Background: an optimization exercise with open tools, aiming at small area. Do not read the settings as production practice. Only simulation tests tie the RTL to the original design; equivalence was not proved. Power is estimated from default activity; no workload was simulated.

## v53
## scfd
module scfd #(
    parameter MAX_FRAME = 128,
    parameter T_SETTLE  = 16
) (
    input  wire       clk,
    input  wire       rst,
    input  wire       rx_valid,
    input  wire [7:0] rx_data,
    output wire       tx_valid,
    output wire [7:0] tx_data,
    input  wire       tx_ready,
    output wire       bus_cs,
    output wire       bus_valid,
    output wire       bus_we,
    output wire [7:0] bus_wdata,
    input  wire       bus_ready,
    input  wire [7:0] bus_rdata,
    input  wire       bus_fail
);
clock: 10.0 ns
lec_check: 0
abc_area: 1
cap_margin: 20
core_margin: 2
core_utilization: 75
cts_buf_list: sky130_fd_sc_hd__clkbuf_8
cts_cluster_diameter: 40
cts_cluster_size: 14
place_density: 0.85
slew_margin: 20
run.sh (not shown) runs the stock make flow with config.mk's settings and CLKGATE_MAP_FILE= SYNTH_SCRIPT=/design/flow/synth_recipe.tcl, a recipe that flattens the netlist after the stock synthesis.
diff inputs: v53 => v9
==> flow/flow/run.sh (new file) <==
#!/bin/bash
# Standard layout, except that the port buffers are the smallest buffer
# (sky130_fd_sc_hd__buf_1) instead of the one buffer_ports picks by default.
set -euo pipefail
export BUFFER_PORTS_ARGS="-buffer_cell sky130_fd_sc_hd__buf_1"
bash standard.sh > standard_flow.log 2>&1
==> flow/standard.sh (new file) <==
#!/bin/bash
# synth_recipe.tcl (not shown) runs the flow's synth.tcl, then flattens the netlist and writes it again
# the make line also repeats each setting of config.mk as NAME=value (left out here)
make -C /OpenROAD-flow-scripts/flow DESIGN_CONFIG=/design/flow/config.mk WORK_HOME=/design/flow/orfs CLKGATE_MAP_FILE= SYNTH_SCRIPT=/design/flow/synth_recipe.tcl "${@:-finish}"
-- flow/config.mk --
<<< v53, line 11
export CORE_UTILIZATION = 75
export CTS_BUF_LIST = sky130_fd_sc_hd__clkbuf_8
export CTS_CLUSTER_DIAMETER = 40
export CTS_CLUSTER_SIZE = 14
export PLACE_DENSITY = 0.85
export SLEW_MARGIN = 20
>>> v9, line 11
export CORE_UTILIZATION = 75
export CTS_BUF_LIST = sky130_fd_sc_hd__clkbuf_8
export CTS_CLUSTER_DIAMETER = 30
export CTS_CLUSTER_SIZE = 18
export PLACE_DENSITY = 0.85
export SLEW_MARGIN = 20
removed: flow/run.sh
==> notes.md <==
v9: done, clean on timing, DRC and antenna
The setup slack of v9 is smaller than that of v53.
Logic gate share of total power was lower in the run labelled v9.
v9 ended with less fmax than v53.
Relative to v9, the following input files were edited for v11:
-- flow/config.mk --
<<< v9, line 11
export CORE_UTILIZATION = 75
export CTS_BUF_LIST = sky130_fd_sc_hd__clkbuf_8
export CTS_CLUSTER_DIAMETER = 30
export CTS_CLUSTER_SIZE = 18
export PLACE_DENSITY = 0.85
export SLEW_MARGIN = 20
>>> v11, line 11
export CORE_UTILIZATION = 75
export CTS_BUF_LIST = sky130_fd_sc_hd__clkbuf_8
export CTS_CLUSTER_DIAMETER = 35
export CTS_CLUSTER_SIZE = 16
export PLACE_DENSITY = 0.85
export SLEW_MARGIN = 20
### Flow results
- Fraction of layout instances using a drive strength above 1 for v11: 2.0 points down relative to v9
- v11 against v9: share of the core filled with cells has decreased; global-route met3 utilization shows a reduction of 0.87 points.

## run 1
Another version of the RTL of scfd (not shown whole).
Size: about 4000 cells after synthesis, about 2100 flip-flops, ~42 I/O pins.
clock: 10.0 ns
lec_check: 0
abc_area: 1
cap_margin: 20
core_margin: 2
core_utilization: 80
cts_buf_list: sky130_fd_sc_hd__clkbuf_8
cts_cluster_diameter: 40
cts_cluster_size: 16
place_density: 0.88
slew_margin: 20
standard.sh (not shown) runs the stock make flow with config.mk's settings and CLKGATE_MAP_FILE= SYNTH_SCRIPT=/design/flow/synth_recipe.tcl, a recipe that flattens the netlist after the stock synthesis.
==> flow/flow/run.sh <==
#!/bin/bash
set -euo pipefail
export BUFFER_PORTS_ARGS="-buffer_cell sky130_fd_sc_hd__buf_1"
export CTS_ARGS="-sink_clustering_enable -repair_clock_nets -sink_clustering_size 16 -sink_clustering_max_diameter 40 -buf_list sky130_fd_sc_hd__clkbuf_8 -dont_use_dummy_load"
bash standard.sh > standard_flow.log 2>&1
--- input diff run 1..run 2 ---
# run 1
export LEC_CHECK = 0
export ABC_AREA = 1
export CAP_MARGIN = 20
export CORE_MARGIN = 2
export CORE_UTILIZATION = 80
export CTS_BUF_LIST = sky130_fd_sc_hd__clkbuf_8
export CTS_CLUSTER_DIAMETER = 40
export CTS_CLUSTER_SIZE = 16
export PLACE_DENSITY = 0.88
export SLEW_MARGIN = 20
create_clock -name core_clock -period 10.0 [get_ports {clk}]
# run 2
export LEC_CHECK = 0
export ABC_AREA = 1
export CAP_MARGIN = 20
export CORE_MARGIN = 2
export CORE_UTILIZATION = 75
export CTS_BUF_LIST = sky130_fd_sc_hd__clkbuf_8
export CTS_CLUSTER_DIAMETER = 40
export CTS_CLUSTER_SIZE = 14
export PLACE_DENSITY = 0.85
export SLEW_MARGIN = 20
create_clock -name core_clock -period 10.0 [get_ports {clk}]
[summary]
- Run 2 improves on run 1 in least setup slack across all paths after layout.
- Per the comparison of run 2 with run 1, global-route wire length before repair shows a reduction of about 6.5%; internal power consumption shows an increase of 0.33%; proportion of final cell area spent on non-clock buffers was more or less identical; fraction of area in clock buffers and inverters stayed essentially flat; total clock network power moved up.
- Run 2 vs run 1 — non-clock buffer total of the final layout climbed by a few percent
Edits applied to the flow inputs when going from run 2 to run 3:
==> flow/flow/run.sh <==
#!/bin/bash
set -euo pipefail
export BUFFER_PORTS_ARGS="-buffer_cell sky130_fd_sc_hd__buf_1"
export CTS_ARGS="-sink_clustering_enable -repair_clock_nets -sink_clustering_size 14 -sink_clustering_max_diameter 40 -buf_list sky130_fd_sc_hd__clkbuf_8 -dont_use_dummy_load"
bash standard.sh > standard_flow.log 2>&1
## What came out
For run 2, the top metal layer carrying routed signals was met5, unlike run 3, where it was met4. On multi-input combinational cell area, run 3 and run 2 are neck and neck. On sequential share of layout area: between run 3 and run 2, it ends up higher for run 2. Final cell count (run 3 vs. run 2) increases slightly.
diff inputs: run 3 => run 4
==> flow/flow/run.sh <==
#!/bin/bash
# Standard layout, except that the port buffers are the smallest buffer
# (sky130_fd_sc_hd__buf_1) instead of the one buffer_ports picks by default.
set -euo pipefail
export BUFFER_PORTS_ARGS="-buffer_cell sky130_fd_sc_hd__buf_1"
bash standard.sh > standard_flow.log 2>&1
Notes after the runs:
For final routed wirelength across all metal layers, run 3 and run 4 come out practically identical.
Fmax: run 4 better than run 3
Power in the clock group in run 4 is 8.7% higher than in run 3
Run 3 has higher met3 wirelength from detailed routing than run 4.
Diff run 3..run 4 | gate count after technology mapping | unchanged
[compare] base=run 3 new=run 4: via count flat, internal power summed over all cells increased 1.3%, required time at the endpoint of the critical path shows an increase of 0.08 ns.

Another version of the RTL of scfd (not shown whole).
For scale: roughly 4100 cells after synthesis, about 53000 um^2 of cells after synthesis.
Settings: LEC_CHECK=0, ABC_AREA=1, CAP_MARGIN=20, CORE_MARGIN=2, CORE_UTILIZATION=75, CTS_BUF_LIST=sky130_fd_sc_hd__clkbuf_8, CTS_CLUSTER_DIAMETER=50, CTS_CLUSTER_SIZE=18, PLACE_DENSITY=0.85, SLEW_MARGIN=20; clock period 10.0 ns.
==> flow/flow/run.sh <==
#!/bin/bash
# The standard layout (bash standard.sh, the standard flow's own ORFS flow), with two
# changes:
#  - the port buffers are the smallest buffer (sky130_fd_sc_hd__buf_1)
#    instead of the one buffer_ports picks by default;
#  - clock tree synthesis adds no dummy loads. Its other arguments are the
#    ones cts.tcl builds from config.mk (clkbuf_8, clusters of up to 18
#    sinks within 50 um).
# The whole output of the standard flow goes to standard_flow.log here; ORFS
# keeps each step's log under orfs/logs/.
set -euo pipefail
export BUFFER_PORTS_ARGS="-buffer_cell sky130_fd_sc_hd__buf_1"
export CTS_ARGS="-sink_clustering_enable -repair_clock_nets -sink_clustering_size 18 -sink_clustering_max_diameter 50 -buf_list sky130_fd_sc_hd__clkbuf_8 -dont_use_dummy_load"
bash standard.sh > standard_flow.log 2>&1
==> next run, changes <==
==> flow/flow/run.sh (replaced) <==
#!/bin/bash
set -euo pipefail
export BUFFER_PORTS_ARGS="-buffer_cell sky130_fd_sc_hd__buf_1"
export CTS_ARGS="-sink_clustering_enable -repair_clock_nets -sink_clustering_size 16 -sink_clustering_max_diameter 40 -buf_list sky130_fd_sc_hd__clkbuf_8 -dont_use_dummy_load"
bash standard.sh > standard_flow.log 2>&1
CTS_CLUSTER_DIAMETER = 40   (was 50)
CTS_CLUSTER_SIZE = 14   (was 18)
Core utilization went up by 0.51 points.
Global-route usage went up by 0.35 points.
Total power went up by 2.4%.
Via count went up by 1.1%.
Design area went up by 0.64%.
Register-to-register slack gains 0.05 ns.
Setup slack gains 0.037 ns.
Non-clock buffer count stays the same.
Clock-buffer cell count went up by 26.
==> next run, changes <==
==> flow/flow/run.sh (replaced) <==
#!/bin/bash
set -euo pipefail
export BUFFER_PORTS_ARGS="-buffer_cell sky130_fd_sc_hd__buf_1"
export CTS_ARGS="-sink_clustering_enable -repair_clock_nets -sink_clustering_size 15 -sink_clustering_max_diameter 45 -buf_list sky130_fd_sc_hd__clkbuf_8 -dont_use_dummy_load"
bash standard.sh > standard_flow.log 2>&1
After rerunning:
- The new run finished with timing, DRC and antenna clean
- via count climbs by 0.31%
- design area stays flat
- power is about the same
==> next run, changes <==
==> flow/flow/run.sh (replaced) <==
#!/bin/bash
set -euo pipefail
export BUFFER_PORTS_ARGS="-buffer_cell sky130_fd_sc_hd__buf_1"
export CTS_ARGS="-sink_clustering_enable -repair_clock_nets -sink_clustering_size 16 -sink_clustering_max_diameter 50 -buf_list sky130_fd_sc_hd__clkbuf_8 -dont_use_dummy_load"
bash standard.sh > standard_flow.log 2>&1
Result: The new run went through all stages and came out clean. Utilization fell by 0.26 points. Design area fell slightly. Setup slack improves by 0.015 ns.

## port drivers added, routing unchanged
The results above use ideal ports. As a check the final layouts listed here were re-extracted and re-timed, cells and wires unchanged. Step 1 assumes that a clkbuf_16 drives the clock port and a buf_2 every other input. Step 2 also shifts input and output timing later by t, the mid clock arrival at the registers, as if the neighbouring blocks saw the same clock. Slacks: ideal / step 1 / step 2; pairs: ideal / step 1.
| run | t, ns | setup WS [ns] | hold slack, ns | clock arrival spread, ns |
|---|---|---|---|---|
| v53 | 0.901 | 3.723 / 3.723 / 3.465 | 0.288 / 0.288 / 0.288 | 0.061 / 0.061 |
| v9 | 0.931 | 3.652 / 3.652 / 3.372 | 0.302 / 0.302 / 0.302 | 0.052 / 0.052 |
| v11 | 0.891 | 3.432 / 3.432 / 3.222 | 0.302 / 0.302 / 0.302 | 0.048 / 0.048 |
| run 1 | 0.865 | 3.160 / 3.160 / 3.160 | 0.256 / 0.256 / 0.256 | 0.102 / 0.102 |
| run 2 | 0.867 | 3.770 / 3.770 / 3.387 | 0.274 / 0.274 / 0.274 | 0.158 / 0.158 |
| run 3 | 0.865 | 3.754 / 3.754 / 3.408 | 0.272 / 0.272 / 0.272 | 0.147 / 0.147 |
| run 4 | 0.911 | 3.788 / 3.788 / 3.460 | 0.310 / 0.310 / 0.310 | 0.063 / 0.063 |
| the first run of note 3 | 0.833 | 3.995 / 4.039 / 3.206 | 0.277 / 0.277 / 0.277 | 0.153 / 0.154 |
| the second run of note 3 | 0.849 | 4.032 / 4.077 / 3.228 | 0.265 / 0.265 / 0.265 | 0.154 / 0.154 |
| the third run of note 3 | 0.836 | 3.971 / 4.016 / 3.180 | 0.244 / 0.244 / 0.244 | 0.153 / 0.154 |
| the fourth run of note 3 | 0.853 | 3.986 / 4.022 / 3.169 | 0.270 / 0.270 / 0.270 | 0.123 / 0.123 |
After both steps setup and hold are still met in every run listed. The setup slack of the fourth run of note 3, which loses most, moves by +0.036 ns with the drivers and by -0.817 ns with both steps.
